This is an optimization exercise on Yosys and OpenROAD, whose aim is small area, a short achievable clock period and few clock cycles, not a production implementation.
Where RTL was checked, it was by simulation tests only, not by an equivalence proof against the original.
Power is estimated from default activity; no workload was simulated.

==> flow/design.v (excerpt) <==
module passende_enc (
    input  wire        clk,
    input  wire        rst,             
    input  wire [6:0]  cfg_dpg,
    input  wire [1:0]  cfg_round,       
    input  wire [5:0]  cfg_mask_len,
    input  wire [62:0] cfg_mask,
    input  wire        cmd_valid,
    output wire        cmd_ready,
    input  wire [7:0]  cmd,
    input  wire [31:0] op_min,
    input  wire [31:0] op_max,
    input  wire [31:0] op_val,
    input  wire [31:0] op_n,
    output wire        rsp_valid,
    input  wire        rsp_ready,
    output wire [1:0]  rsp_kind,
    output wire [31:0] rsp_cnt,
    output wire        out_valid,
    input  wire        out_ready,
    output wire [7:0]  out_char
);
export LEC_CHECK = 0
export CAP_MARGIN = 20
export CORE_MARGIN = 2
export CORE_UTILIZATION = 25
export PLACE_DENSITY = 0.5
export SETUP_SLACK_MARGIN = 5
export SLEW_MARGIN = 20
export TNS_END_PERCENT = 0
create_clock -name core_clock -period 10.0 [get_ports {clk}]
standard.sh (not shown) runs the stock make flow with config.mk's settings and CLKGATE_MAP_FILE= SYNTH_SCRIPT=/design/flow/synth_recipe.tcl, a recipe that flattens the netlist after the stock synthesis.
==> flow/flow/run.sh <==
#!/bin/bash
set -euo pipefail
bash standard.sh SETUP_SLACK_MARGIN=5.5 finish > standard_flow.log 2>&1
Testbench counts at the start, summed over its fixed seeds: cycles 16,110.
Next try:
--- a/flow/config.mk
+++ b/flow/config.mk
@@ -9,6 +9,8 @@
 export CORE_MARGIN = 2
 export CORE_UTILIZATION = 25
+export CTS_CLUSTER_DIAMETER = 60
+export CTS_CLUSTER_SIZE = 25
 export PLACE_DENSITY = 0.5
 export SETUP_SLACK_MARGIN = 5
 export SLEW_MARGIN = 20
-export TNS_END_PERCENT = 0
+export TNS_END_PERCENT = 5
Register-to-register slack improves by 0.05 ns.
Global-route usage came out higher by 0.35 points.
Critical path depth came out lower by 1.
Final cell count came out higher by 0.64%.
First-iteration DRC count came out higher by 14%.
Wire length came out higher by 1.3%.
Synthesized cell count stays the same.
Sequential power is about the same.
Next try:
--- a/flow/config.mk
+++ b/flow/config.mk
@@ -9,6 +9,4 @@
 export CORE_MARGIN = 2
 export CORE_UTILIZATION = 25
-export CTS_CLUSTER_DIAMETER = 60
-export CTS_CLUSTER_SIZE = 25
 export PLACE_DENSITY = 0.5
 export SETUP_SLACK_MARGIN = 5
Result: Combinational power stays flat; synthesized cell count stays the same; cell area goes down by 0.50%; wire length stays flat.
Next try:
--- a/flow/config.mk
+++ b/flow/config.mk
@@ -9,4 +9,6 @@
 export CORE_MARGIN = 2
 export CORE_UTILIZATION = 25
+export CTS_CLUSTER_DIAMETER = 80
+export CTS_CLUSTER_SIZE = 30
 export PLACE_DENSITY = 0.5
 export SETUP_SLACK_MARGIN = 5
After rerunning: The changed run ran to the end with no violations; fmax is higher slightly; sequential power stays flat; final area is lower slightly; sequential share of layout area is higher by 0.10 points; hold slack hardly moves; die area is unchanged.
Next try:
==> flow/flow/run.sh (replaced) <==
#!/bin/bash
set -euo pipefail
bash standard.sh SETUP_SLACK_MARGIN=5.6 finish > standard_flow.log 2>&1
Outcome: Combinational power came out higher slightly. Global-route usage came out lower by 0.15 points. Critical path depth came out higher by 5. Cell area came out higher slightly.

---

Setup of yarrow:
Another version of the RTL of passende_enc (not shown whole).
Size: roughly 3100 cells after synthesis, about 270 flip-flops, roughly 260 I/O pins.
clock: 10.0 ns
lec_check: 0
cap_margin: 0
core_margin: 2
core_utilization: 25
place_density: 0.5
setup_slack_margin: 5
slew_margin: 0
tns_end_percent: 5
==> flow/flow/run.sh <==
#!/bin/bash
set -euo pipefail
bash standard.sh SETUP_SLACK_MARGIN=5.5 finish > standard_flow.log 2>&1
Testbench counts of yarrow, summed over its fixed seeds: cycles 16,110.
diff inputs: yarrow => fjord
Settings: a change of SLEW_MARGIN from 0 to 20; a change of CAP_MARGIN from 0 to 20.
==> flow/run.sh (new file) <==
#!/bin/bash
# synth_recipe.tcl (not shown) runs the flow's synth.tcl, then flattens the netlist and writes it again
# the make line also repeats each setting of config.mk as NAME=value (left out here)
make -C /OpenROAD-flow-scripts/flow DESIGN_CONFIG=/design/flow/config.mk WORK_HOME=/design/flow/orfs CLKGATE_MAP_FILE= SYNTH_SCRIPT=/design/flow/synth_recipe.tcl finish
removed: flow/flow/run.sh
removed: flow/standard.sh
## What came out
fjord against yarrow: length of routed met3 wiring shrank by 520 microns, first-pass iteration count of the detailed router decreased 1, switching power share of the total fell 1.4 points, via count went down by 2.6%.
On per-cell routed wire length: fjord sits below yarrow.
yarrow -> fjord: layout clock buffer count decreased by more than 10%
When fjord is set beside yarrow, its layout cell share with drive strength beyond 1 turns out to be 5.2 points smaller.
Min first-pass GRT wire length across fjord and yarrow: fjord
From yarrow to fjord the numbers moved as follows: sequential share of layout area moved up; worst hold slack was more or less identical.
--- input diff fjord..delta ---
==> flow/flow/run.sh (new file) <==
#!/bin/bash
set -euo pipefail
bash standard.sh SETUP_SLACK_MARGIN=6 finish > standard_flow.log 2>&1
==> flow/standard.sh (new file) <==
#!/bin/bash
# synth_recipe.tcl (not shown) runs the flow's synth.tcl, then flattens the netlist and writes it again
# the make line also repeats each setting of config.mk as NAME=value (left out here)
make -C /OpenROAD-flow-scripts/flow DESIGN_CONFIG=/design/flow/config.mk WORK_HOME=/design/flow/orfs CLKGATE_MAP_FILE= SYNTH_SCRIPT=/design/flow/synth_recipe.tcl "${@:-finish}"
removed: flow/run.sh
### Flow results
- Proportion of cell area spent on the clock network sits lower in delta than in fjord.
- Summary — count of filler cells inserted in the layout, delta relative to fjord: lower, by about 2.6%.
- delta gives less critical path depth than fjord did.
- [compare] base=fjord new=delta: combinational power share up 2.4 points, half-perimeter wire length after placement down about 3%, cell count up 218, final area up 12%.
The following lists how ember was set up differently from delta:
==> flow/flow/run.sh <==
#!/bin/bash
set -euo pipefail
bash standard.sh SETUP_SLACK_MARGIN=5.75 finish > standard_flow.log 2>&1
For ember, the most common cell after layout, fill and taps aside was nand2_1, unlike delta, where it was nor2_1.
delta has a higher footprint of the multi-input gates than ember.
ember reports its cell type of the slowest stage on the worst timing path as nand2_1 while delta reports clkdlybuf4s50_1.
Going from delta to ember, placed cell area shows no meaningful change, later-pin clock latency in the skew report now smaller, worst stage delay on the critical path rose by 0.31 ns.

---

passende_enc, a different RTL version from the one above (not shown whole).
Size: roughly 260 flip-flops, roughly 260 I/O pins.
clock: 10.0 ns
lec_check: 0
cap_margin: 20
core_margin: 2
core_utilization: 40
place_density: 0.6
setup_slack_margin: 5
slew_margin: 20
tns_end_percent: 5
==> flow/flow/run.sh <==
#!/bin/bash
set -euo pipefail
bash standard.sh SETUP_SLACK_MARGIN=5.5 finish > standard_flow.log 2>&1
The first run produced a clean layout.
Testbench counts at the start, summed over its fixed seeds: cycles 16,110.
==> next run, changes <==
CORE_UTILIZATION = 25   (was 40)
PLACE_DENSITY = 0.5   (was 0.6)
After rerunning: The changed run finished clean. Non-clock buffer count does not change. Via count is lower by 2.4%. Global-route usage is lower by 9.9 points. Utilization is lower by 19 points. Sequential share of layout area is lower by 0.35 points. Wire length is higher by 4.9%. Die area is higher by 59%. Setup slack gets better by 120 ps. Worst hold slack gets worse by 12 ps. Design area is higher by 1.7%. Count of clock-buffer cells in the layout is lower by 1.

---

passende_enc, a different RTL version from the one above (not shown whole).
Size in the first run: ~2900 cells after synthesis, about 260 flip-flops, roughly 260 I/O pins, roughly 24000 sq um of cells after synthesis.
## passende_enc
module passende_enc (
    input  wire        clk,
    input  wire        rst,             
    input  wire [6:0]  cfg_dpg,
    input  wire [1:0]  cfg_round,       
    input  wire [5:0]  cfg_mask_len,
    input  wire [62:0] cfg_mask,
    input  wire        cmd_valid,
    output wire        cmd_ready,
    input  wire [7:0]  cmd,
    input  wire [31:0] op_min,
    input  wire [31:0] op_max,
    input  wire [31:0] op_val,
    input  wire [31:0] op_n,
    output wire        rsp_valid,
    input  wire        rsp_ready,
    output wire [1:0]  rsp_kind,
    output wire [31:0] rsp_cnt,
    output wire        out_valid,
    input  wire        out_ready,
    output wire [7:0]  out_char
);
export LEC_CHECK = 0
export CAP_MARGIN = 20
export CORE_MARGIN = 2
export CORE_UTILIZATION = 25
export PLACE_DENSITY = 0.5
export SETUP_SLACK_MARGIN = 5
export SLEW_MARGIN = 20
export TNS_END_PERCENT = 5
create_clock -name core_clock -period 10.0 [get_ports {clk}]
==> flow/flow/run.sh <==
#!/bin/bash
set -euo pipefail
bash standard.sh SETUP_SLACK_MARGIN=5.35 finish > standard_flow.log 2>&1
Then changed:
==> flow/flow/run.sh (replaced) <==
#!/bin/bash
set -euo pipefail
bash standard.sh SETUP_SLACK_MARGIN=5.5 finish > standard_flow.log 2>&1
- via count is lower by 0.88%
- register-to-register slack improves by 30 ps
- fmax is higher by 1.1%
- hold slack improves by 8.4 ps
- wire length is higher by 0.58%
Function was not checked in any run of this note: the RTL went through the layout flow alone.

## separate check: timing with driven ports
How much do the figures lean on ideal ports? The routed layouts below were timed once more, with nothing changed but the port constraints. Step 1: set_driving_cell puts a clkbuf_16 on clk and a buf_2 on each other input, an assumption about the parent block. Step 2 adds t to the input delays and takes it off the output delays; t is the mean of the earliest and latest rising clock arrival at the registers after step 1. Input paths then give back, and output paths get back, about the clock's delay inside the block. Slacks: ideal / step 1 / step 2; pairs: ideal / step 1.
run	t (ns)	slack for setup (ns)	latest minus earliest clock arrival (ns)	slew at the worst register clock pin (ns)
the first run of note 1	0.625	5.376 / 5.410 / 4.785	0.024 / 0.024	0.06 / 0.06
the second run of note 1	0.638	5.443 / 5.484 / 4.846	0.030 / 0.030	0.07 / 0.07
the third run of note 1	0.635	5.500 / 5.513 / 4.878	0.026 / 0.025	0.07 / 0.07
the fourth run of note 1	0.669	5.559 / 5.534 / 4.865	0.035 / 0.035	0.08 / 0.08
the fifth run of note 1	0.661	5.564 / 5.586 / 4.937	0.038 / 0.038	0.10 / 0.10
yarrow	0.660	5.398 / 5.420 / 4.760	0.029 / 0.028	0.07 / 0.07
fjord	0.645	5.029 / 5.029 / 4.384	0.029 / 0.028	0.07 / 0.07
delta	0.661	5.612 / 5.623 / 4.962	0.036 / 0.036	0.07 / 0.07
ember	0.645	5.475 / 5.457 / 4.811	0.015 / 0.015	0.06 / 0.06
the first run of note 3	0.611	5.284 / 5.307 / 4.696	0.023 / 0.023	0.06 / 0.06
the second run of note 3	0.615	5.400 / 5.318 / 4.703	0.013 / 0.013	0.06 / 0.06
the first run of note 4	0.627	5.259 / 5.295 / 4.667	0.022 / 0.023	0.06 / 0.06
the second run of note 4	0.634	5.312 / 5.361 / 4.727	0.021 / 0.022	0.06 / 0.06
After both steps setup and hold are still met in every run listed. For the second run of note 3, which loses most, drivers alone change the setup slack by -0.082 ns; drivers and shift together by -0.697 ns.
